Background: an optimization exercise with open tools, aiming at small area and a short achievable clock period. Do not read the settings as production practice. Where RTL was checked, it was by simulation tests only, not by an equivalence proof against the original. Only the layout flow was run in run 1; the RTL was not checked for function there. Power and IR drop assume default switching activity.

==> flow/design.v <==
module swire_decoder (
    input  wire        clk,
    input  wire        rst,
    input  wire        sv,
    input  wire        din,
    input  wire        eos,
    input  wire [31:0] cfg_sample_rate,
    input  wire [31:0] cfg_bit_rate,
    input  wire [1:0]  cfg_address_bytes,
    input  wire [31:0] cfg_trig_wait,
    output reg         bits_valid,
    output reg  [1:0]  bits_class,
    output reg         bits_value,
    output wire [31:0] bits_start,
    output wire [31:0] bits_end,
    output reg         bytes_valid,
    output wire [7:0]  bytes_value,
    output reg         bytes_has_cmd,
    output wire        bytes_cmd,
    output reg         bytes_framing_ok,
    output wire [31:0] bytes_start,
    output wire [31:0] bytes_end,
    output reg         master_valid,
    output reg  [2:0]  master_class,
    output reg  [2:0]  master_kind,
    output wire [23:0] master_data,
    output reg  [31:0] master_start,
    output wire [31:0] master_end,
    output wire        slave_valid,
    output wire [7:0]  slave_value,
    output wire [31:0] slave_start,
    output wire [31:0] slave_end,
    output reg         txn_valid,
    output wire        txn_outcome,
    output wire [2:0]  txn_kind,
    output wire [23:0] txn_addr,
    output wire [1:0]  txn_addr_cnt,
    output wire [7:0]  txn_rw_id,
    output wire        txn_rwid_valid,
    output wire        txn_dir,
    output wire [15:0] txn_data_cnt,
    output wire [31:0] txn_start,
    output wire [31:0] txn_end,
    output wire [3:0]  state,
    output wire        shape,
    output wire        txn_open,
    output wire [3:0]  cnt,
    output wire        done
);
    localparam [1:0] WAIT_FALL = 2'd0, IN_LOW = 2'd1, IN_HIGH = 2'd2;
    localparam [2:0] S_IDLE = 3'd0, S_SEEK_START = 3'd1, S_ADDR = 3'd2,
                     S_RWID = 3'd3, S_WDATA = 3'd4, S_AWAIT_TRIG = 3'd5,
                     S_RDATA = 3'd6, S_SEEK_END = 3'd7;
    localparam [1:0] B_DATA = 2'd0, B_CMD = 2'd1, B_ERR = 2'd2;
    localparam [2:0] M_START = 3'd0, M_ADDR = 3'd1, M_RWID = 3'd2, M_WDATA = 3'd3,
                     M_TRIGGER = 3'd4, M_END = 3'd5, M_ERROR = 3'd6;
    localparam [2:0] E_BAD = 3'd1, E_PEOS = 3'd2, E_UCB = 3'd3, E_MEM = 3'd4,
                     E_MT = 3'd5;
    localparam [1:0] MS_BYTE = 2'd0, MS_AUX = 2'd1, MS_FALL = 2'd2, MS_POS = 2'd3;
    reg [31:0] lpos;         
    reg        primed;
    reg        prev;
    reg [1:0]  phase;
    reg        fall_pend;    
    reg [31:0] fall_pos;
    reg        lo1, lo4;     
    reg [36:0] acc;          
    reg        fresh;        
    reg [31:0] sr_r;
    reg [35:0] step_r;       
    reg [31:0] tw_r;
    reg [1:0]  ab_r;
    reg [2:0]  st;
    reg [3:0]  bcnt;
    reg        cmd;
    reg [7:0]  sh;
    reg [31:0] byte_start;
    reg [23:0] addr;
    reg [1:0]  addr_cnt;
    reg [31:0] aux_start;    
    reg [7:0]  rw_id;
    reg        rwid_valid;
    reg [15:0] data_cnt;
    reg [31:0] txn_start_r;
    reg        done_r;
    reg        pend_valid;
    reg        pend_txn;
    reg [1:0]  msel;
    assign state    = {1'b0, st};
    assign cnt      = bcnt;
    assign done     = done_r;
    assign shape    = (st == S_RDATA);
    assign txn_open = st[2] | st[1];
    assign bits_start     = fall_pos;
    assign bits_end       = lpos;
    assign bytes_value    = sh;
    assign bytes_cmd      = cmd & bytes_has_cmd;
    assign bytes_start    = byte_start;
    assign bytes_end      = lpos;
    assign master_end     = lpos;
    assign master_data    = (master_class == M_ADDR) ? addr :
                            ((master_class == M_RWID) || (master_class == M_WDATA) ||
                             (master_class == M_ERROR && (master_kind == E_UCB || master_kind == E_MEM)))
                            ? {16'd0, sh} : 24'd0;
    always @* begin
        case (msel)
            MS_BYTE: master_start = byte_start;
            MS_AUX:  master_start = aux_start;
            MS_FALL: master_start = fall_pos;
            default: master_start = lpos;
        endcase
    end
    assign slave_valid    = bytes_valid & ~bytes_has_cmd;
    assign slave_value    = sh;
    assign slave_start    = byte_start;
    assign slave_end      = lpos;
    assign txn_outcome    = |master_kind;
    assign txn_kind       = master_kind;
    assign txn_addr       = addr;
    assign txn_addr_cnt   = addr_cnt;
    assign txn_rw_id      = rw_id;
    assign txn_rwid_valid = rwid_valid;
    assign txn_dir        = rw_id[7];
    assign txn_data_cnt   = data_cnt;
    assign txn_start      = txn_start_r;
    assign txn_end        = lpos;
    always @(posedge clk) begin
        sr_r   <= cfg_sample_rate;
        step_r <= {1'b0, cfg_bit_rate, 3'd0} + {3'd0, cfg_bit_rate, 1'b0};
        tw_r   <= cfg_trig_wait;
        ab_r   <= cfg_address_bytes;
    end
    wire [34:0] sr5 = {1'b0, sr_r, 2'd0} + {3'd0, sr_r};
    wire [36:0] s   = acc + {1'b0, step_r} + {36'd0, fresh};    
    wire [37:0] sx  = {s[36], s};
    wire [37:0] q1  = sx + {4'd0, sr_r, 2'd0};
    wire [37:0] q2  = sx + {5'd0, sr_r, 1'b0};
    wire [37:0] q4  = sx - {5'd0, sr_r, 1'b0};
    wire [37:0] q5  = sx - {4'd0, sr_r, 2'd0};
    wire [37:0] qi  = {3'd0, sr5} - sx;
    wire a1 = ~q1[37];
    wire a2 = ~q2[37];
    wire a4 = ~q4[37];
    wire a5 = ~q5[37];
    wire ci = qi[37];
    wire c1 = a1, c7 = a4;
    wire u1 = a1 & ~a2;
    wire u4 = a4 & ~a5;
    wire [31:0] pos = lpos + 32'd1;
    wire [33:0] mq  = {2'd0, lpos} - {2'd0, aux_start} - {2'd0, tw_r};
    wire        mt_due = ~mq[33];
    reg [31:0] n_lpos, n_byte_start, n_aux_start, n_txn_start;
    reg        n_fresh, n_primed, n_prev, n_cmd, n_rwid_valid, n_done, n_fall_pend, n_lo1, n_lo4;
    reg [1:0]  n_phase, n_addr_cnt;
    reg [2:0]  n_st;
    reg [3:0]  n_bcnt;
    reg [7:0]  n_sh, n_rw_id;
    reg [23:0] n_addr;
    reg [15:0] n_data_cnt;
    reg [36:0] n_acc;
    reg        r_bits_v;   reg [1:0] r_bits_c; reg r_bits_val;
    reg        r_bytes_v;  reg r_bytes_hc, r_bytes_fok;
    reg        r_m_v;      reg [2:0] r_m_c, r_m_k; reg [1:0] r_msel;
    reg        r_t_v;
    reg        r_peos_v, r_peos_txn;
    reg [1:0]  r_peos_sel;
    reg        sym_bit, sym_bad, sym_trig, sym_idle, sym_mt, sym_fall, sym_rise;
    reg        bit_v, mid_bit, byte_done, byte_c;
    reg        err;
    reg [2:0]  err_kind; reg [1:0] err_sel;
    reg        open_now;
    always @* begin
        n_lpos = lpos; n_primed = primed; n_prev = prev; n_phase = phase;
        n_fall_pend = 1'b0; n_lo1 = lo1; n_lo4 = lo4; n_acc = acc; n_fresh = fresh;
        n_st = st; n_bcnt = bcnt;
        n_cmd = cmd; n_sh = sh; n_byte_start = byte_start; n_addr = addr;
        n_addr_cnt = addr_cnt; n_aux_start = aux_start; n_rw_id = rw_id;
        n_rwid_valid = rwid_valid; n_data_cnt = data_cnt;
        n_txn_start = txn_start_r; n_done = done_r;
        r_bits_v = 1'b0; r_bits_c = B_DATA; r_bits_val = 1'b0;
        r_bytes_v = 1'b0; r_bytes_hc = 1'b0; r_bytes_fok = 1'b0;
        r_m_v = 1'b0; r_m_c = M_START; r_m_k = 3'd0; r_msel = MS_BYTE;
        r_t_v = 1'b0;
        r_peos_v = 1'b0; r_peos_txn = 1'b0; r_peos_sel = MS_POS;
        sym_bit = 1'b0; sym_bad = 1'b0; sym_trig = 1'b0; sym_idle = 1'b0; sym_mt = 1'b0;
        sym_fall = 1'b0; sym_rise = 1'b0; bit_v = 1'b0; mid_bit = 1'b0;
        byte_done = 1'b0; byte_c = 1'b0;
        err = 1'b0; err_kind = 3'd0; err_sel = MS_BYTE;
        open_now = 1'b0;
        if (done_r) begin
        end else if (eos) begin
            if (phase == IN_HIGH) begin
                if ((lo1 && c7) || (lo4 && c1)) begin
                    sym_bit = 1'b1;
                    bit_v   = lo4;
                end else begin
                    mid_bit = 1'b1;
                end
            end else if (phase == IN_LOW) begin
                mid_bit = 1'b1;
            end
        end else if (sv) begin
            if (!primed) begin
                n_primed = 1'b1;
            end else begin
                case (phase)
                    WAIT_FALL: begin
                        if (prev && !din) begin
                            sym_fall = 1'b1;
                        end else if (st == S_AWAIT_TRIG && mt_due) begin
                            sym_mt = 1'b1;
                        end
                    end
                    IN_LOW: begin
                        if (din) begin
                            if (st == S_AWAIT_TRIG && u1) begin
                                sym_trig = 1'b1;
                                n_phase  = WAIT_FALL;
                            end else begin
                                sym_rise = 1'b1;
                                n_phase  = IN_HIGH;
                                n_lo1    = u1;
                                n_lo4    = u4;
                            end
                        end
                    end
                    IN_HIGH: begin
                        if (ci) begin
                            sym_idle = 1'b1;
                            if (lo1) begin
                                sym_bit = 1'b1; bit_v = 1'b0;
                            end else if (lo4) begin
                                sym_bit = 1'b1; bit_v = 1'b1;
                            end else begin
                                sym_bad = 1'b1;
                            end
                            if (!din) sym_fall = 1'b1;
                            else      n_phase  = WAIT_FALL;
                        end else if (!din) begin
                            if (lo1 && u4) begin
                                sym_bit = 1'b1; bit_v = 1'b0;
                            end else if (lo4 && u1) begin
                                sym_bit = 1'b1; bit_v = 1'b1;
                            end else begin
                                sym_bad = 1'b1;
                            end
                            sym_fall = 1'b1;
                        end
                    end
                    default: ;
                endcase
            end
        end
        if (sym_bit) begin
            if (n_st == S_IDLE) n_st = S_SEEK_START;
            if (n_bcnt == 4'd0) n_byte_start = fall_pos;
            r_bits_v = 1'b1; r_bits_val = bit_v;
            if (n_st != S_RDATA) begin
                if (n_bcnt == 4'd0) begin
                    n_cmd = bit_v; r_bits_c = B_CMD; n_bcnt = 4'd1;
                    if ((n_st == S_WDATA || n_st == S_AWAIT_TRIG) && bit_v)
                        n_st = S_SEEK_END;
                end else if (n_bcnt <= 4'd8) begin
                    n_sh = {n_sh[6:0], bit_v}; r_bits_c = B_DATA; n_bcnt = n_bcnt + 4'd1;
                end else begin
                    r_bits_c = B_DATA; n_bcnt = 4'd0;
                    byte_done = 1'b1; byte_c = n_cmd; r_bytes_hc = 1'b1;
                    r_bytes_fok = bit_v;
                end
            end else begin
                if (n_bcnt <= 4'd7) begin
                    n_sh = {n_sh[6:0], bit_v}; r_bits_c = B_DATA; n_bcnt = n_bcnt + 4'd1;
                end else begin
                    r_bits_c = B_DATA; n_bcnt = 4'd0;
                    byte_done = 1'b1; byte_c = 1'b0; r_bytes_hc = 1'b0;
                    r_bytes_fok = bit_v;
                end
            end
        end
        if (byte_done) begin
            r_bytes_v = 1'b1;
            case (n_st)
                S_SEEK_START: begin
                    if (byte_c && n_sh == 8'h5A) begin
                        r_m_v = 1'b1; r_m_c = M_START; r_msel = MS_BYTE;
                        n_txn_start = n_byte_start;
                        n_addr = 24'd0; n_addr_cnt = 2'd0; n_rw_id = 8'd0; n_rwid_valid = 1'b0;
                        n_data_cnt = 16'd0;
                        n_st = S_ADDR;
                    end
                end
                S_ADDR: begin
                    if (byte_c) begin
                        err = 1'b1; err_kind = E_UCB; err_sel = MS_BYTE;
                    end else begin
                        if (n_addr_cnt == 2'd0) n_aux_start = n_byte_start;
                        n_addr = {n_addr[15:0], n_sh};
                        n_addr_cnt = n_addr_cnt + 2'd1;
                        if (n_addr_cnt == ab_r) begin
                            r_m_v = 1'b1; r_m_c = M_ADDR; r_msel = MS_AUX;
                            n_st = S_RWID;
                        end
                    end
                end
                S_RWID: begin
                    if (byte_c) begin
                        err = 1'b1; err_kind = E_UCB; err_sel = MS_BYTE;
                    end else begin
                        n_rw_id = n_sh; n_rwid_valid = 1'b1;
                        r_m_v = 1'b1; r_m_c = M_RWID; r_msel = MS_BYTE;
                        if (n_sh[7]) begin
                            n_st = S_AWAIT_TRIG; n_aux_start = pos;
                        end else begin
                            n_st = S_WDATA;
                        end
                    end
                end
                S_WDATA: begin
                    r_m_v = 1'b1; r_m_c = M_WDATA; r_msel = MS_BYTE;
                    if (n_data_cnt != 16'hFFFF) n_data_cnt = n_data_cnt + 16'd1;
                end
                S_RDATA: begin
                    if (n_data_cnt != 16'hFFFF) n_data_cnt = n_data_cnt + 16'd1;
                    n_st = S_AWAIT_TRIG; n_aux_start = pos;
                end
                S_SEEK_END: begin
                    if (n_sh == 8'hFF) begin
                        r_m_v = 1'b1; r_m_c = M_END; r_msel = MS_BYTE;
                        r_t_v = 1'b1;
                        n_st = S_IDLE;
                    end else begin
                        err = 1'b1; err_kind = E_MEM; err_sel = MS_BYTE;
                    end
                end
                default: ;
            endcase
        end
        if (sym_bad) begin
            if (n_st == S_IDLE) n_st = S_SEEK_START;
            r_bits_v = 1'b1; r_bits_c = B_ERR; r_bits_val = 1'b0;
            if (n_st >= S_ADDR) begin
                err = 1'b1; err_kind = E_BAD;
                err_sel = (n_bcnt != 4'd0) ? MS_BYTE : MS_FALL;
            end
            n_bcnt = 4'd0;
        end
        if (sym_trig) begin
            r_m_v = 1'b1; r_m_c = M_TRIGGER; r_msel = MS_FALL;
            n_st = S_RDATA;
        end
        if (sym_mt) begin
            err = 1'b1; err_kind = E_MT; err_sel = MS_AUX;
        end
        if (err) begin
            r_m_v = 1'b1; r_m_c = M_ERROR; r_m_k = err_kind; r_msel = err_sel;
            if (n_st >= S_ADDR) r_t_v = 1'b1;
            n_bcnt = 4'd0;
            n_st = S_SEEK_START;
        end
        if (sym_idle) begin
            if (n_st == S_SEEK_START) begin
                n_bcnt = 4'd0; n_st = S_IDLE;
            end
        end
        if (sym_fall) begin
            n_fall_pend = 1'b1; n_phase = IN_LOW;
        end
        if (sym_fall || sym_rise) begin
            n_acc = ~{2'd0, sr5}; n_fresh = 1'b1;
        end else if (!done_r && !eos && sv && !ci) begin
            n_acc = s; n_fresh = 1'b0;
        end
        if (!done_r && !eos && sv) begin
            n_prev = din;
            n_lpos = pos;
        end
        if (!done_r && eos) begin
            open_now = (n_st >= S_ADDR);
            if (mid_bit || n_bcnt != 4'd0 || open_now) begin
                r_peos_v = 1'b1;
                r_peos_sel = (n_bcnt != 4'd0) ? MS_BYTE : (mid_bit ? MS_FALL : MS_POS);
                if (open_now) begin
                    r_peos_txn = 1'b1;
                    r_t_v = 1'b1;
                end
                n_st = S_SEEK_START;
            end
            n_bcnt  = 4'd0;
            n_phase = WAIT_FALL;
            n_done  = 1'b1;
            n_lpos  = pos;
        end
    end
    always @(posedge clk) begin
        acc <= n_acc; fresh <= n_fresh; lo1 <= n_lo1; lo4 <= n_lo4;
        cmd <= n_cmd; sh <= n_sh; byte_start <= n_byte_start; addr <= n_addr;
        addr_cnt <= n_addr_cnt; aux_start <= n_aux_start; rw_id <= n_rw_id;
        rwid_valid <= n_rwid_valid; data_cnt <= n_data_cnt;
        txn_start_r <= n_txn_start;
        if (fall_pend) fall_pos <= lpos;
        bits_class <= r_bits_c; bits_value <= r_bits_val;
        bytes_has_cmd <= r_bytes_hc; bytes_framing_ok <= r_bytes_fok;
        if (rst) begin
            lpos <= 32'hFFFFFFFF; primed <= 1'b0; prev <= 1'b1; phase <= WAIT_FALL;
            fall_pend <= 1'b0; st <= S_IDLE; bcnt <= 4'd0; done_r <= 1'b0;
            pend_valid <= 1'b0; pend_txn <= 1'b0;
            bits_valid <= 1'b0; bytes_valid <= 1'b0; master_valid <= 1'b0;
            txn_valid <= 1'b0;
        end else begin
            lpos <= n_lpos; primed <= n_primed; prev <= n_prev; phase <= n_phase;
            fall_pend <= n_fall_pend; st <= n_st; bcnt <= n_bcnt; done_r <= n_done;
            bits_valid  <= r_bits_v;
            bytes_valid <= r_bytes_v;
            pend_valid <= 1'b0;
            if (pend_valid) begin
                master_valid <= 1'b1; master_class <= M_ERROR; master_kind <= E_PEOS;
                msel <= MS_POS;
                txn_valid <= pend_txn;
            end else if (r_peos_v && r_m_v) begin
                master_valid <= 1'b1; master_class <= r_m_c; master_kind <= r_m_k;
                msel <= r_msel;
                txn_valid <= 1'b0;
                pend_valid <= 1'b1; pend_txn <= r_peos_txn;
            end else if (r_peos_v) begin
                master_valid <= 1'b1; master_class <= M_ERROR; master_kind <= E_PEOS;
                msel <= r_peos_sel;
                txn_valid <= r_t_v;
            end else begin
                master_valid <= r_m_v; master_class <= r_m_c; master_kind <= r_m_k;
                msel <= r_msel;
                txn_valid <= r_t_v;
            end
        end
    end
endmodule
==> flow/run.sh <==
#!/bin/bash
# synth_recipe.tcl (not shown) runs the flow's synth.tcl, then flattens the netlist and writes it again
# the make line also repeats each setting of config.mk as NAME=value (left out here)
make -C /OpenROAD-flow-scripts/flow DESIGN_CONFIG=/design/flow/config.mk WORK_HOME=/design/flow/orfs CLKGATE_MAP_FILE= SYNTH_SCRIPT=/design/flow/synth_recipe.tcl finish
==> flow/config.mk <==
export PLATFORM = sky130hd
export DESIGN_NAME = swire_decoder
export DESIGN_NICKNAME = swire_decoder
export VERILOG_FILES = /design/flow/design.v
export SDC_FILE = /design/flow/constraint.sdc
export NUM_CORES = 4
export LEC_CHECK = 0
export CAP_MARGIN = 20
export CORE_MARGIN = 2
export CORE_UTILIZATION = 40
export SLEW_MARGIN = 20
==> flow/constraint.sdc <==
create_clock -name core_clock -period 18.0 [get_ports {clk}]
set_input_delay 3.6000 -clock core_clock [delete_from_list [all_inputs] [get_ports {clk}]]
set_output_delay 3.6000 -clock core_clock [all_outputs]
set_load 0.01 [all_outputs]
==> results of run 1 <==
[cell usage after synthesis, types with 26 or more instances]
cell type / number / area (sq um)
xnor2_1: 104 / 911
and2_1: 46 / 288
buf_4: 177 / 1330
nand3_1: 57 / 285
nor2b_1: 33 / 206
inv_1: 218 / 818
a211oi_1: 26 / 195
nor2_1: 204 / 766
o21ai_0: 148 / 741
o21bai_1: 27 / 203
ha_1: 322 / 4030
and3_1: 59 / 369
mux4_2: 32 / 721
nand2_1: 136 / 510
a21o_1: 57 / 428
a21oi_1: 213 / 1070
mux2_2: 34 / 383
nor3_1: 48 / 240
dfxtp_1: 198 / 3960
xor2_1: 52 / 455
clkbuf_1: 46 / 173
edfxtp_1: 195 / 5860
[sequential cells by signal, indices dropped and copies added (netlist names), 24 cells and up]
signal and count:
aux_start 32, addr 24, tw_r 32, txn_start_r 32
acc 37, lpos 32, step_r 35, sr_r 32
fall_pos 32, byte_start 32
[cell type report]
type                    count  area (sq um)
clock buffers              55          1250
clock inverters            28           253
fillers                  6058         33400
inverters                 222           833
multi-input cells        1949         14700
flip-flops and latches    393          9820
well taps                 873          1090
repair buffers            557          5570
[logic make-up after synthesis]
kind of cell | count (synthesis)
AND/OR/NAND/NOR | 713
AO/OA/AOI/OAI | 672
buffers and inverters | 455
flip-flops | 393
adder cells (fa/ha/maj) | 326
XOR/XNOR | 156
multiplexers | 81
other | 1
[where the power goes]
part	switching, uW	internal, uW	total [uW]
combinational	907	666	1570
sequential	76.6	1010	1080
clock	399	517	916
total	1380	2190	3570
[routing by layer]
layer / track usage [%] / vias up / share of wire (%)
met2: 41.1 / 657 / 49
met3: 3.03 / 103 / 4.8
li1: - / 10600 / -
met4: 6.29 / 0 / 2.5
met5: 0 / - / 0
met1: 29.1 / 10400 / 43
[tightest hold or removal path: cells and delay by family (launching register included)]
| family | cells | cell delay [ns] |
|---|---|---|
| and+or+nand+nor | 2 | 0.09 |
| DFF | 1 | 0.31 |
[metrics by stage]
stage	hold slack, ns	setup WS, ns	area [sq um]	power [uW]	util, %
5_1_grt	0.473	8.42	33500	3820	50.1
2_1_floorplan	0.426	10.34	26900	2200	-
3_5_place_dp	0.445	9.02	32000	2660	47.8
6_report	0.456	8.99	33500	3570	50.1
4_1_cts	0.459	8.96	33500	3590	50.1
3_3_place_gp	0.440	8.95	32000	2630	47.8
[worst max path at each step]
stage	start	to	slack [ns]	cells past startpoint
2_1_floorplan	sr_r[0]$_DFF_P_	data_cnt[0]$_SDFFCE_PP0P_	10.34	31
3_3_place_gp	sr_r[0]$_DFF_P_	data_cnt[1]$_SDFFCE_PP0P_	8.95	32
3_5_place_dp	sr_r[0]$_DFF_P_	data_cnt[5]$_SDFFCE_PP0P_	9.02	32
4_1_cts	sr_r[0]$_DFF_P_	data_cnt[8]$_SDFFCE_PP0P_	8.96	32
5_1_grt	sr_r[0]$_DFF_P_	data_cnt[7]$_SDFFCE_PP0P_	8.42	32
6_report	sr_r[0]$_DFF_P_	data_cnt[8]$_SDFFCE_PP0P_	8.99	32
==> impl_metrics.tcl, run 1 <==
set metrics [dict create \
    outcome "timing/DRC/antenna clean" \
    diodes 0 \
    synthXorXnorAreaFrac_pct 5.08 \
    dr_total_vias 21900 \
    synth-compound-area-share_pct 16.2 \
    hold_viol_final 0 \
    fmax_mhz 111 \
    rsz0062_at_grt "no" \
    finClkSkew_ns 0.0282 \
    yosysSeqAreaShare_pct 36.5 \
    rrSetupSlack_ns 8.99 \
    worstPathArrival_ns 9.22 \
    peakVddDrop_mv 0.0626 \
    finalMaxSlewViolations 0 \
    netlist_area_sq_um 26900 \
    drt_iter0_drc 1606 \
    grt_pass1_vias 21400 \
    cap_violations 0 \
    synthSimpleGateAreaFrac_pct 13.4 \
    dieArea_sq_um 69300 \
    clkSlewWorstSetupHoldPaths_ns 0.06 \
    die_w_microns 263 \
    worst-path-max-fanout 35 \
    first_pass_iters 6 \
    p_leak_uw 0.0140 \
    gr-total-overflow 0 \
    core-area_sq_um 66900 \
    synth-adder-area-share_pct 15.3 \
    p_per_area_nw_per_um2 107 \
    grt_pass1_wl_microns 126000 \
    cts-resized-gates 0 \
    h-tree-depth 2 \
    root_buffer "clkbuf_16" \
    final_common_cell "clkdlybuf4s50_1" \
    drive_above_1_share_pct 7.24 \
    post-route-period-util_pct 50.0 \
    totalWireLength_microns 82600 \
    synthFlopType "dfxtp_1" \
    synthCells 2797 \
    ys_ff_latch 393 \
    grt_max_degree 72 \
    floorplan.rows 95 \
    syn_to_final_growth_pct 24.7 \
    crit_top_cell "a21oi_1" \
    synthDistinctLibCells 100 \
    crit_path_end_kind "register" \
    clock_sinks 393 \
    die_h_microns 263 \
    grt_use_total_pct 23.0 \
    critPathKind "reg -> reg" \
    crit_required_ns 18.21 \
    setup_viol 0 \
    crit_family "compound AO/OA/AOI/OAI gates" \
    r2r_end "data_cnt[8]$_SDFFCE_PP0P_" \
    drc 0 \
    via_per_inst 5.36 \
    timing.rr.start "sr_r[0]$_DFF_P_" \
    synth.yosys.warnings 1 \
    worstMarginPinSlew_ns 1.07 \
    place_congestion 0.945 \
    routedWlPerCell_microns 20.3 \
    slowest_stage "nor2_2" \
    synth_top_family_by_area "compound AO/OA/AOI/OAI gates" \
    synth-edff-count 195 \
    layout_min_cycle_time_ns 9.01 \
    layout_common_cells "clkdlybuf4s50_1 (545), ha_1 (322), inv_1 (217)" \
    cp_num_buf_inv 2 \
    cp-start-kind "register" \
    synth_nets 3226 \
    relSlewSlack_pct 28.2 \
    start_util_pct 40.2 \
    tns_ns 0 \
    r2r_cells 32 \
    post_cts_buffers 0 \
    io_buffer_count 545 \
    max_stage_delay_ns 0.63 \
    placedCellCount 3993 \
    postSynthAreaPerCell_sq_um 9.61 \
    async_flop_share_pct 0 \
    ant_nets 0 \
    clockBufferDepth 3 \
    cts_tree "done" \
    hold_class "reg -> reg" \
    holdBufCountCts 0 \
    io_pins 547 \
    cts_buffers 45 \
    antenna_found_initial 0 \
    stdcell_count 4077 \
    insertion_delay_ns 0.61 \
    min_from "fresh$_SDFFE_PN1P_" \
    synth_mux_area_share_pct 4.67 \
    whs_endpoint "fresh$_SDFFE_PN1P_" \
    final_net_count 3597 \
    dp_hpwl_microns 65700 \
    min_path_cells 2 \
]
==> run 2, diff against run 1 <==
--- a/flow/design.v
+++ b/flow/design.v
@@ -57,5 +57,6 @@
     localparam [2:0] E_BAD = 3'd1, E_PEOS = 3'd2, E_UCB = 3'd3, E_MEM = 3'd4,
                      E_MT = 3'd5;
-    localparam [1:0] MS_BYTE = 2'd0, MS_AUX = 2'd1, MS_FALL = 2'd2, MS_POS = 2'd3;
+    localparam [2:0] MS_BYTE = 3'd0, MS_ADDR = 3'd1, MS_FALL = 3'd2, MS_WAIT = 3'd3,
+                     MS_POS = 3'd4;
     reg [31:0] lpos;         
     reg        primed;
@@ -66,9 +67,4 @@
     reg        lo1, lo4;     
     reg [36:0] acc;          
-    reg        fresh;        
-    reg [31:0] sr_r;
-    reg [35:0] step_r;       
-    reg [31:0] tw_r;
-    reg [1:0]  ab_r;
     reg [2:0]  st;
     reg [3:0]  bcnt;
@@ -78,13 +74,14 @@
     reg [23:0] addr;
     reg [1:0]  addr_cnt;
-    reg [31:0] aux_start;    
+    reg [31:0] addr_start;
     reg [7:0]  rw_id;
     reg        rwid_valid;
     reg [15:0] data_cnt;
     reg [31:0] txn_start_r;
+    reg [31:0] wait_start;
     reg        done_r;
     reg        pend_valid;
     reg        pend_txn;
-    reg [1:0]  msel;
+    reg [2:0]  msel;
     assign state    = {1'b0, st};
     assign cnt      = bcnt;
@@ -106,6 +103,7 @@
         case (msel)
             MS_BYTE: master_start = byte_start;
-            MS_AUX:  master_start = aux_start;
+            MS_ADDR: master_start = addr_start;
             MS_FALL: master_start = fall_pos;
+            MS_WAIT: master_start = wait_start;
             default: master_start = lpos;
         endcase
@@ -125,31 +123,21 @@
     assign txn_start      = txn_start_r;
     assign txn_end        = lpos;
-    always @(posedge clk) begin
-        sr_r   <= cfg_sample_rate;
-        step_r <= {1'b0, cfg_bit_rate, 3'd0} + {3'd0, cfg_bit_rate, 1'b0};
-        tw_r   <= cfg_trig_wait;
-        ab_r   <= cfg_address_bytes;
-    end
-    wire [34:0] sr5 = {1'b0, sr_r, 2'd0} + {3'd0, sr_r};
-    wire [36:0] s   = acc + {1'b0, step_r} + {36'd0, fresh};    
-    wire [37:0] sx  = {s[36], s};
-    wire [37:0] q1  = sx + {4'd0, sr_r, 2'd0};
-    wire [37:0] q2  = sx + {5'd0, sr_r, 1'b0};
-    wire [37:0] q4  = sx - {5'd0, sr_r, 1'b0};
-    wire [37:0] q5  = sx - {4'd0, sr_r, 2'd0};
-    wire [37:0] qi  = {3'd0, sr5} - sx;
-    wire a1 = ~q1[37];
-    wire a2 = ~q2[37];
-    wire a4 = ~q4[37];
-    wire a5 = ~q5[37];
-    wire ci = qi[37];
-    wire c1 = a1, c7 = a4;
-    wire u1 = a1 & ~a2;
-    wire u4 = a4 & ~a5;
-    wire [31:0] pos = lpos + 32'd1;
-    wire [33:0] mq  = {2'd0, lpos} - {2'd0, aux_start} - {2'd0, tw_r};
-    wire        mt_due = ~mq[33];
-    reg [31:0] n_lpos, n_byte_start, n_aux_start, n_txn_start;
-    reg        n_fresh, n_primed, n_prev, n_cmd, n_rwid_valid, n_done, n_fall_pend, n_lo1, n_lo4;
+    wire [31:0] sr    = cfg_sample_rate;
+    wire [35:0] step  = {1'b0, cfg_bit_rate, 3'd0} + {3'd0, cfg_bit_rate, 1'b0};
+    wire [36:0] init  = {1'b0, step} + {5'd0, sr};
+    wire [35:0] sr10  = {1'b0, sr, 3'd0} + {3'd0, sr, 1'b0};
+    wire [36:0] sr11  = {1'b0, sr10} + {5'd0, sr};
+    wire c1 = acc >= {4'd0, sr, 1'b0};
+    wire c3 = acc >= {3'd0, sr, 2'b0};
+    wire c7 = acc >= {2'd0, sr, 3'b0};
+    wire c9 = acc >= {1'b0, sr10};
+    wire ci = acc > sr11;
+    wire u1 = c1 & ~c3;
+    wire u4 = c7 & ~c9;
+    wire [31:0] pos  = lpos + 32'd1;
+    wire [31:0] wdur = lpos - wait_start;
+    wire        mt_due = wdur >= cfg_trig_wait;
+    reg [31:0] n_lpos, n_byte_start, n_addr_start, n_txn_start, n_wait_start;
+    reg        n_primed, n_prev, n_cmd, n_rwid_valid, n_done, n_fall_pend, n_lo1, n_lo4;
     reg [1:0]  n_phase, n_addr_cnt;
     reg [2:0]  n_st;
@@ -161,21 +149,21 @@
     reg        r_bits_v;   reg [1:0] r_bits_c; reg r_bits_val;
     reg        r_bytes_v;  reg r_bytes_hc, r_bytes_fok;
-    reg        r_m_v;      reg [2:0] r_m_c, r_m_k; reg [1:0] r_msel;
+    reg        r_m_v;      reg [2:0] r_m_c, r_m_k, r_msel;
     reg        r_t_v;
     reg        r_peos_v, r_peos_txn;
-    reg [1:0]  r_peos_sel;
+    reg [2:0]  r_peos_sel;
     reg        sym_bit, sym_bad, sym_trig, sym_idle, sym_mt, sym_fall, sym_rise;
     reg        bit_v, mid_bit, byte_done, byte_c;
     reg        err;
-    reg [2:0]  err_kind; reg [1:0] err_sel;
+    reg [2:0]  err_kind, err_sel;
     reg        open_now;
     always @* begin
         n_lpos = lpos; n_primed = primed; n_prev = prev; n_phase = phase;
-        n_fall_pend = 1'b0; n_lo1 = lo1; n_lo4 = lo4; n_acc = acc; n_fresh = fresh;
+        n_fall_pend = 1'b0; n_lo1 = lo1; n_lo4 = lo4; n_acc = acc;
         n_st = st; n_bcnt = bcnt;
         n_cmd = cmd; n_sh = sh; n_byte_start = byte_start; n_addr = addr;
-        n_addr_cnt = addr_cnt; n_aux_start = aux_start; n_rw_id = rw_id;
+        n_addr_cnt = addr_cnt; n_addr_start = addr_start; n_rw_id = rw_id;
         n_rwid_valid = rwid_valid; n_data_cnt = data_cnt;
-        n_txn_start = txn_start_r; n_done = done_r;
+        n_txn_start = txn_start_r; n_wait_start = wait_start; n_done = done_r;
         r_bits_v = 1'b0; r_bits_c = B_DATA; r_bits_val = 1'b0;
         r_bytes_v = 1'b0; r_bytes_hc = 1'b0; r_bytes_fok = 1'b0;
@@ -294,9 +282,9 @@
                         err = 1'b1; err_kind = E_UCB; err_sel = MS_BYTE;
                     end else begin
-                        if (n_addr_cnt == 2'd0) n_aux_start = n_byte_start;
+                        if (n_addr_cnt == 2'd0) n_addr_start = n_byte_start;
                         n_addr = {n_addr[15:0], n_sh};
                         n_addr_cnt = n_addr_cnt + 2'd1;
-                        if (n_addr_cnt == ab_r) begin
-                            r_m_v = 1'b1; r_m_c = M_ADDR; r_msel = MS_AUX;
+                        if (n_addr_cnt == cfg_address_bytes) begin
+                            r_m_v = 1'b1; r_m_c = M_ADDR; r_msel = MS_ADDR;
                             n_st = S_RWID;
                         end
@@ -310,5 +298,5 @@
                         r_m_v = 1'b1; r_m_c = M_RWID; r_msel = MS_BYTE;
                         if (n_sh[7]) begin
-                            n_st = S_AWAIT_TRIG; n_aux_start = pos;
+                            n_st = S_AWAIT_TRIG; n_wait_start = pos;
                         end else begin
                             n_st = S_WDATA;
@@ -322,5 +310,5 @@
                 S_RDATA: begin
                     if (n_data_cnt != 16'hFFFF) n_data_cnt = n_data_cnt + 16'd1;
-                    n_st = S_AWAIT_TRIG; n_aux_start = pos;
+                    n_st = S_AWAIT_TRIG; n_wait_start = pos;
                 end
                 S_SEEK_END: begin
@@ -350,5 +338,5 @@
         end
         if (sym_mt) begin
-            err = 1'b1; err_kind = E_MT; err_sel = MS_AUX;
+            err = 1'b1; err_kind = E_MT; err_sel = MS_WAIT;
         end
         if (err) begin
@@ -366,9 +354,8 @@
             n_fall_pend = 1'b1; n_phase = IN_LOW;
         end
-        if (sym_fall || sym_rise) begin
-            n_acc = ~{2'd0, sr5}; n_fresh = 1'b1;
-        end else if (!done_r && !eos && sv && !ci) begin
-            n_acc = s; n_fresh = 1'b0;
-        end
+        if (sym_fall || sym_rise)
+            n_acc = init;
+        else if (!done_r && !eos && sv && !ci)
+            n_acc = acc + {1'b0, step};
         if (!done_r && !eos && sv) begin
             n_prev = din;
@@ -393,9 +380,9 @@
     end
     always @(posedge clk) begin
-        acc <= n_acc; fresh <= n_fresh; lo1 <= n_lo1; lo4 <= n_lo4;
+        acc <= n_acc; lo1 <= n_lo1; lo4 <= n_lo4;
         cmd <= n_cmd; sh <= n_sh; byte_start <= n_byte_start; addr <= n_addr;
-        addr_cnt <= n_addr_cnt; aux_start <= n_aux_start; rw_id <= n_rw_id;
+        addr_cnt <= n_addr_cnt; addr_start <= n_addr_start; rw_id <= n_rw_id;
         rwid_valid <= n_rwid_valid; data_cnt <= n_data_cnt;
-        txn_start_r <= n_txn_start;
+        txn_start_r <= n_txn_start; wait_start <= n_wait_start;
         if (fall_pend) fall_pos <= lpos;
         bits_class <= r_bits_c; bits_value <= r_bits_val;
==> run 2 against run 1 <==
Still clean. Die area is 1.0% higher. Global-route usage is 0.084 points lower. Register-to-register slack better by 0.83 ns. Design area is 0.31% higher. Utilization hardly changed. Clock power is 17% lower. Non-clock buffer count is 2 higher. Critical path type is now in -> reg.
==> impl_metrics.tcl, run 2 <==
set metrics [dict create \
    insertion_delay_ns 0.55 \
    rsz0062_at_grt "no" \
    clkSlewWorstSetupHoldPaths_ns 0.06 \
    synthCells 2833 \
    drc 0 \
    hold_viol_final 0 \
    post_cts_buffers 0 \
    crit_family "compound AO/OA/AOI/OAI gates" \
    cp_num_cells 41 \
    async_flop_share_pct 0 \
    final_net_count 3683 \
    dieArea_sq_um 70000 \
    p_per_area_nw_per_um2 83.8 \
    core-area_sq_um 67200 \
    synth.area.top_cells "edfxtp_1 (25%), ha_1 (17%), dfxtp_1 (7.1%)" \
    slowest_stage "nor3_1" \
    min_path_cells 1 \
    timing.rr.start "acc[32]$_DFFE_PP_" \
    grt_pass1_vias 22500 \
    holdBufCountCts 0 \
    r2r_end "acc[35]$_DFFE_PP_" \
    via_per_inst 5.52 \
    synth.yosys.warnings 1 \
    fmax_mhz 74.9 \
    p_leak_uw 0.0141 \
    crit_path_end_kind "register" \
    finalMaxSlewViolations 0 \
    dr_total_vias 22700 \
    ys_ff_latch 324 \
    cts_tree "done" \
    hold_class "reg -> reg" \
    root_buffer "clkbuf_16" \
    worstMarginPinSlew_ns 1.02 \
    cp_num_buf_inv 3 \
    place_congestion 0.902 \
    setup_viol 0 \
    place_area_sq_um 32400 \
    synth.top_cell.area_share_pct 25.2 \
    clock_sinks 324 \
    setup.worst_path.end "msel[1]$_SDFFCE_PP0N_" \
    crit_required_ns 18.30 \
    synth_most_common_cell "ha_1" \
    io_buffer_count 545 \
    tns_ns 0 \
    totalWireLength_microns 83400 \
    routedWlPerCell_microns 20.2 \
    ant_nets 0 \
    dp_hpwl_microns 67000 \
    floorplan.rows 95 \
    relSlewSlack_pct 32.0 \
    cap_violations 0 \
    drive_above_1_share_pct 7.93 \
    antenna_found_initial 8 \
    layout_common_cells "clkdlybuf4s50_1 (545), ha_1 (362), edfxtp_1 (228)" \
    placedCellCount 4045 \
    nFillCells 6054 \
    h-tree-depth 2 \
    design_area_sq_um 33600 \
    cts_buffers 37 \
    first_pass_iters 5 \
    netlist.top_cell.by_area "edfxtp_1" \
    max_stage_delay_ns 0.71 \
    critPathKind "in -> reg" \
    start_util_pct 40.5 \
    top_register "acc" \
    peakVddDrop_mv 0.0568 \
    die_w_microns 265 \
    synth_nets 3303 \
    clockBufferDepth 3 \
    post-route-period-util_pct 74.2 \
    io_pins 547 \
    syn_to_final_growth_pct 23.8 \
    postSynthAreaPerCell_sq_um 9.59 \
    worstPathArrival_ns 13.65 \
    synthFlopType "edfxtp_1" \
    grt_use_total_pct 23.0 \
    outcome "timing/DRC/antenna clean" \
    grt_max_degree 45 \
    drt_iter0_drc 1194 \
    cts-resized-gates 0 \
    rrSetupSlack_ns 9.82 \
    grt_pass1_wl_microns 128000 \
    die_h_microns 265 \
    layout_min_cycle_time_ns 13.36 \
    worst-path-max-fanout 12 \
    finClkSkew_ns 0.0167 \
    synthDistinctLibCells 95 \
    synthTopCellsByCount "ha_1 (362), edfxtp_1 (228), inv_1 (200), nor2_1 (195), a21oi_1 (186)" \
    synth-edff-count 228 \
    netlist_area_sq_um 27200 \
    largest_reg_flops 37 \
    r2r_cells 29 \
    yosysSeqAreaShare_pct 32.3 \
    holdWs_ns 0.469 \
    stdcell_count 4120 \
    crit_start "cfg_sample_rate[2]" \
    gr-total-overflow 0 \
    final_common_cell "clkdlybuf4s50_1" \
    cp-start-kind "primary input" \
]
## run 2: cells by family after synthesis
| logic type | synth area share, % |
|---|---|
| buffers and inverters | 8.23 |
| adders and majority gates | 17.0 |
| other | 0.0276 |
| xor gates and xnor gates | 6.12 |
| and+or+nand+nor | 14.6 |
| DFF | 32.3 |
| muxes | 6.77 |
| AOI/OAI and AO/OA | 14.9 |
## run 2: how the worst min path moves through the flow
stage               slack [ns]                     to                  start
finish                    0.47  pend_txn$_SDFFE_PP0P_  pend_txn$_SDFFE_PP0P_
global route              0.50  pend_txn$_SDFFE_PP0P_  pend_txn$_SDFFE_PP0P_
CTS                       0.47  pend_txn$_SDFFE_PP0P_  pend_txn$_SDFFE_PP0P_
detailed placement        0.45  pend_txn$_SDFFE_PP0P_  pend_txn$_SDFFE_PP0P_
global placement          0.44  pend_txn$_SDFFE_PP0P_  pend_txn$_SDFFE_PP0P_
floorplan                 0.43  pend_txn$_SDFFE_PP0P_  pend_txn$_SDFFE_PP0P_
## run 2: power breakdown
part | internal, uW | switching, uW
registers | 848 | 80.6
logic | 542 | 585
clock network | 436 | 327
total | 1830 | 993
## run 2: layer usage
layer | share of wire [%] | GRT usage (%) | up-vias
met5 | 0.048 | 0 | -
met4 | 2.2 | 6.23 | 6
met3 | 4.7 | 2.87 | 99
met2 | 50 | 41.9 | 568
met1 | 43 | 28.4 | 11000
li1 | - | - | 11000
## run 2: final cells by class
type	count	area [sq um]	area share [%]
Clock buffer	44	972	2.89
Tap cell	873	1090	3.25
Inverter	202	758	2.25
Clock inverter	23	238	0.706
Timing Repair Buffer	559	5590	16.6
Sequential cell	324	8770	26.1
Multi-Input combinational cell	2089	16200	48.2
Antenna cell	6	15.0	0.0446
## run 2: worst register-to-register path: cells and delay by family (launching register included)
kind / cells / cell delay [ns]
xor+xnor: 1 / 0.14
simple gates: 10 / 2.46
flops: 1 / 0.54
fa+ha+maj: 3 / 1.07
buf+inv: 1 / 0.27
compound gates: 14 / 3.47
## run 2: stage by stage
step,power [uW],worst slack (ns),utilization [%]
after floorplan,1740,5.89,-
after global placement,2030,4.55,48.2
after detailed placement,2060,4.22,48.2
after CTS,2840,4.78,50.0
after global routing,3010,3.76,50.1
final,2820,4.64,50.1

## re-timing with driven ports
The results above use ideal ports. As a check the final layouts listed here were re-extracted and re-timed, cells and wires unchanged. Step 1 (the two cells are an assumption about what drives the block):
set clk [get_ports {clk}]
set_driving_cell -lib_cell sky130_fd_sc_hd__clkbuf_16 $clk
set_driving_cell -lib_cell sky130_fd_sc_hd__buf_2 [delete_from_list [all_inputs] $clk]
Step 2, shift: input delay + t, output delay - t, t = (earliest + latest rising clock arrival at the registers) / 2. This alone moves slack from input paths to output paths. Three values: ideal, step 1, step 2; two values: the first two.
run	t (ns)	setup slack, ns	worst hold slack (ns)	slew at the worst register clock pin (ns)	worst data-port slew with drivers (ns)
run 1	0.644	8.992 / 8.992 / 8.992	0.456 / 0.456 / 0.456	0.07 / 0.07	0.11
run 2	0.598	4.641 / 4.667 / 4.069	0.469 / 0.469 / 0.469	0.07 / 0.07	0.16
After both steps every run listed still meets setup and hold. The setup slack of run 2, which loses most, moves by +0.026 ns with the drivers and by -0.572 ns with both steps.
